This is an optimization exercise on Yosys and OpenROAD, whose aim is small area, a short achievable clock period and few clock cycles per item, not a production implementation. The RTL was checked by simulation tests, not by an equivalence proof against the original design. Power and IR drop assume default switching activity.

== job 2347 ==
// gpcf
module gpcf (
    input  wire        clk,
    input  wire        rst,
    input  wire [4:0]  cfg_size,
    input  wire        cfg_white_sets,
    input  wire        cfg_reject_b2_bit3,
    input  wire        in_valid,
    output wire        in_ready,
    input  wire [2:0]  in_op,
    input  wire [31:0] in_data,
    input  wire [2:0]  in_kind,
    input  wire        in_seq,
    input  wire        in_ack,
    input  wire        in_colour,
    input  wire [7:0]  in_x,
    input  wire [7:0]  in_y,
    output reg         o_valid,
    output reg  [3:0]  o_ev,
    output reg  [1:0]  o_abort,
    output reg  [1:0]  o_status,
    output wire [7:0]  o_byte,
    output wire [31:0] o_frame,
    output wire [2:0]  o_kind,
    output wire [9:0]  o_value,
    output wire        o_seq,
    output wire        o_ack,
    output wire        o_colour,
    output wire [7:0]  o_x,
    output wire [7:0]  o_y
);
    localparam OP_RX_BYTE   = 3'd0;
    localparam OP_RX_END    = 3'd1;
    localparam OP_KILL      = 3'd2;
    localparam OP_TX_PACKET = 3'd3;
    localparam OP_TX_TALK   = 3'd4;
    localparam OP_PACK      = 3'd5;
  ...
export LEC_CHECK = 0
export ABC_AREA = 1
export CAP_MARGIN = 20
export CORE_MARGIN = 2
export CORE_UTILIZATION = 70
export CTS_BUF_LIST = sky130_fd_sc_hd__clkbuf_8
export SLEW_MARGIN = 20
create_clock -name core_clock -period 17.0 [get_ports {clk}]
standard.sh (not shown) runs the stock make flow with config.mk's settings and CLKGATE_MAP_FILE= SYNTH_SCRIPT=/design/flow/synth_recipe.tcl, a recipe that flattens the netlist after the stock synthesis.
==> flow/flow/run.sh <==
#!/bin/bash
# Standard synthesis (the standard.sh), its combinational logic re-mapped
# for area under a delay target (registers untouched, see remap.tcl), then
# the standard layout, with single-drive port buffers and timing repair
# aimed beyond the constraint's slack.  Each tool logs to its own file here.
set -euo pipefail
export BUFFER_PORTS_ARGS="-buffer_cell sky130_fd_sc_hd__buf_1"
export SETUP_SLACK_MARGIN=12.6
bash standard.sh synth > synth.log 2>&1
export RESULTS=$PWD/orfs/results/sky130hd/gpcf/base
export REMAP_DELAY_PS=${REMAP_DELAY_PS:-3800}
if "$FLOW_HOME/../tools/install/yosys/bin/yosys" -c flow/remap.tcl > remap.log 2>&1 \
   && [[ -s $RESULTS/1_2_yosys_remap.v ]]; then
  cp "$RESULTS/1_2_yosys_remap.v" "$RESULTS/1_2_yosys.v"
fi
bash standard.sh > layout.log 2>&1
==> flow/flow/remap.tcl <==
# Yosys: re-map the standard synthesis's combinational logic for area
# under a delay target.  Every register (and tie cell) stays the cell
# instance the standard synthesis made, under the same name.
yosys -import
set lib $::env(FLOW_HOME)/platforms/sky130hd/lib/sky130_fd_sc_hd__tt_025C_1v80.lib
set res $::env(RESULTS)

read_liberty -ignore_miss_func $lib
read_verilog $res/1_2_yosys.v
hierarchy -top gpcf
setattr -mod -set keep_hierarchy 1 sky130_fd_sc_hd__*df* sky130_fd_sc_hd__conb_*
flatten
opt_clean -purge
tee -o $res/remap_before.txt stat -liberty $lib

set d $::env(REMAP_DELAY_PS)
set script [open $res/remap.abc w]
puts $script "strash\ndch\nmap -D $d\ntopo\nstime -c\nbuffer -c\nupsize -c\ndnsize -c"
close $script
set constr [open $res/remap_abc.constr w]
puts $constr "set_driving_cell sky130_fd_sc_hd__buf_1"
puts $constr "set_load 5"
close $constr
abc -liberty $lib -dont_use *lpflow* -dont_use *probe* -constr $res/remap_abc.constr \
  -script $res/remap.abc -D $d
opt_clean -purge
splitnets
opt_clean -purge
hilomap -singleton -hicell sky130_fd_sc_hd__conb_1 HI -locell sky130_fd_sc_hd__conb_1 LO
insbuf -buf sky130_fd_sc_hd__buf_4 A X
opt_clean -purge
tee -o $res/remap_after.txt stat -liberty $lib
select gpcf
write_verilog -noattr -nohex -nodec -selected $res/1_2_yosys_remap.v
Testbench counts of job 2347, summed over its fixed seeds: cycles 32,016, items 32,000.
Changes in job 4728 relative to job 2347:
Settings: TNS_END_PERCENT: unset -> 0.
==> flow/flow/run.sh <==
#!/bin/bash
# Standard synthesis and layout (the standard.sh), with single-drive
# port buffers and timing repair aimed beyond the constraint's slack.
set -euo pipefail
export BUFFER_PORTS_ARGS="-buffer_cell sky130_fd_sc_hd__buf_1"
export SETUP_SLACK_MARGIN=12.5
bash standard.sh synth > synth.log 2>&1
bash standard.sh > layout.log 2>&1
removed: flow/flow/remap.tcl
Results
Job 4728 vs. job 2347: pin count of the biggest net entering global routing went up by 33%.
Job 4728 ends up with higher floorplan die height than job 2347 does.
Going from job 2347 to job 4728, ratio of final minimum period to clock period went up by 0.17 points, overall power went down.
The following lists how job 8542 was set up differently from job 4728:
Settings: CORE_UTILIZATION now 55, was 70; TNS_END_PERCENT no longer set, was 0.
Results
Taking job 4728 as the reference, in job 8542 number of inverters outside the clock class in the layout shows no meaningful change, total via count in the routed design saw a decrease, sequential group share of total power down 1.5 points. Compared to job 4728, job 8542 has wire length on met1 7.3% higher. Compared job 8542 vs job 4728, and met1 track demand over resource is down in job 8542. Side by side, die outline height turned out higher in job 8542 than in job 4728. Job 8542 has wire length per cell after detailed routing below what job 4728 had. Job 8542 vs. job 4728: power increased by 3.3% relative to the old numbers, final area increased by 120 um^2 relative to the old numbers, routed wire length decreased by 0.52% relative to the old numbers. Diff job 8542..job 4728 | worst setup margin | negligible.
Relative to job 8542, the following input files were edited for job 3969:
Settings: changing CORE_UTILIZATION from 55 to 70.
--- outcome ---
In the tables for job 3969 and job 8542, fraction of area in registers reads higher with job 3969. Compared with job 8542, in job 3969 setup slack closely matched the old numbers; maximum frequency closely matched the old numbers.
Input-level comparison between job 587 and job 3969:
==> flow/flow/run.sh <==
#!/bin/bash
# Standard synthesis (the standard.sh), its combinational logic re-mapped
# for area under a delay target (registers untouched, see remap.tcl), then
# the standard layout, with single-drive port buffers and timing repair
# aimed beyond the constraint's slack.  Each tool logs to its own file here.
set -euo pipefail
export BUFFER_PORTS_ARGS="-buffer_cell sky130_fd_sc_hd__buf_1"
export SETUP_SLACK_MARGIN=12.6
bash standard.sh synth > synth.log 2>&1
export RESULTS=$PWD/orfs/results/sky130hd/gpcf/base
export REMAP_DELAY_PS=${REMAP_DELAY_PS:-3400}
if "$FLOW_HOME/../tools/install/yosys/bin/yosys" -c flow/remap.tcl > remap.log 2>&1 \
   && [[ -s $RESULTS/1_2_yosys_remap.v ]]; then
  cp "$RESULTS/1_2_yosys_remap.v" "$RESULTS/1_2_yosys.v"
fi
bash standard.sh > layout.log 2>&1
==> flow/flow/remap.tcl (new file) <==
# Yosys: re-map the standard synthesis's combinational logic for area
# under a delay target.  Every register (and tie cell) stays the cell
# instance the standard synthesis made, under the same name.
yosys -import
set lib $::env(FLOW_HOME)/platforms/sky130hd/lib/sky130_fd_sc_hd__tt_025C_1v80.lib
set res $::env(RESULTS)

read_liberty -ignore_miss_func $lib
read_verilog $res/1_2_yosys.v
hierarchy -top gpcf
setattr -mod -set keep_hierarchy 1 sky130_fd_sc_hd__*df* sky130_fd_sc_hd__conb_*
flatten
opt_clean -purge
tee -o $res/remap_before.txt stat -liberty $lib

set d $::env(REMAP_DELAY_PS)
set script [open $res/remap.abc w]
puts $script "strash\ndch\nmap -D $d\ntopo\nstime -c\nbuffer -c\nupsize -c\ndnsize -c"
close $script
set constr [open $res/remap_abc.constr w]
puts $constr "set_driving_cell sky130_fd_sc_hd__buf_1"
puts $constr "set_load 5"
close $constr
abc -liberty $lib -dont_use *lpflow* -dont_use *probe* -constr $res/remap_abc.constr \
  -script $res/remap.abc -D $d
opt_clean -purge
splitnets
opt_clean -purge
hilomap -singleton -hicell sky130_fd_sc_hd__conb_1 HI -locell sky130_fd_sc_hd__conb_1 LO
insbuf -buf sky130_fd_sc_hd__buf_4 A X
opt_clean -purge
tee -o $res/remap_after.txt stat -liberty $lib
select gpcf
write_verilog -noattr -nohex -nodec -selected $res/1_2_yosys_remap.v
[summary]
- Job 587 reached the final stage; the timing, DRC and antenna checks on its layout passed.
- Total power of job 587 is higher than that of job 3969.
- Detailed-routing wirelength on met1 grows slightly when moving from job 3969 to job 587.
- Per the comparison of job 587 with job 3969, post-route worst hold slack flat; count of sequential standard cells comparable.
- On number of detailed-route iterations in the first pass, the higher figure sits with job 587, not job 3969.
- Summary — global-route total usage across every layer, job 587 relative to job 3969: higher, by 2.0 points.
- Amount of wire on met3 after detailed routing up 23% in job 587 wrt job 3969
- What job 3969 reported for filler cell count in the final layout has to be multiplied by 0.846 to get the figure for job 587.
- Wire length after detailed routing, job 587 and job 3969: larger value in job 587

-- afterwards: timing with drivers on the ports --
Ports are ideal in the flow. The routed layouts listed here were re-timed in OpenROAD. Step 1 (the two cells are an assumption about what drives the block):
set clk [get_ports {clk}]
set_driving_cell -lib_cell sky130_fd_sc_hd__clkbuf_16 $clk
set_driving_cell -lib_cell sky130_fd_sc_hd__buf_2 [delete_from_list [all_inputs] $clk]
Step 2 times the ports against the registers' clock, not the clock port: input delays grow and output delays shrink by t, the midpoint of the rising clock arrivals with the driver on. Slacks: ideal ports / drivers / drivers and shift; pairs: ideal ports / drivers.
| run | t (ns) | slack for setup (ns) | worst hold slack (ns) | clock arrival spread, ns | worst slew at a driven data input, ns |
|---|---|---|---|---|---|
| job 2347 | 0.468 | 12.613 / 12.585 / 12.245 | 0.330 / 0.330 / 0.330 | 0.018 / 0.018 | 0.05 |
| job 4728 | 0.468 | 12.584 / 12.545 / 12.307 | 0.328 / 0.328 / 0.328 | 0.012 / 0.012 | 0.04 |
| job 8542 | 0.471 | 12.583 / 12.545 / 12.242 | 0.330 / 0.330 / 0.330 | 0.014 / 0.013 | 0.04 |
| job 3969 | 0.468 | 12.584 / 12.545 / 12.307 | 0.328 / 0.328 / 0.328 | 0.012 / 0.012 | 0.04 |
| job 587 | 0.464 | 12.618 / 12.585 / 12.278 | 0.331 / 0.331 / 0.331 | 0.017 / 0.017 | 0.04 |
After both steps every run listed still meets setup and hold. For job 2347, which loses most, drivers alone change the setup slack by -0.028 ns; drivers and shift together by -0.368 ns.
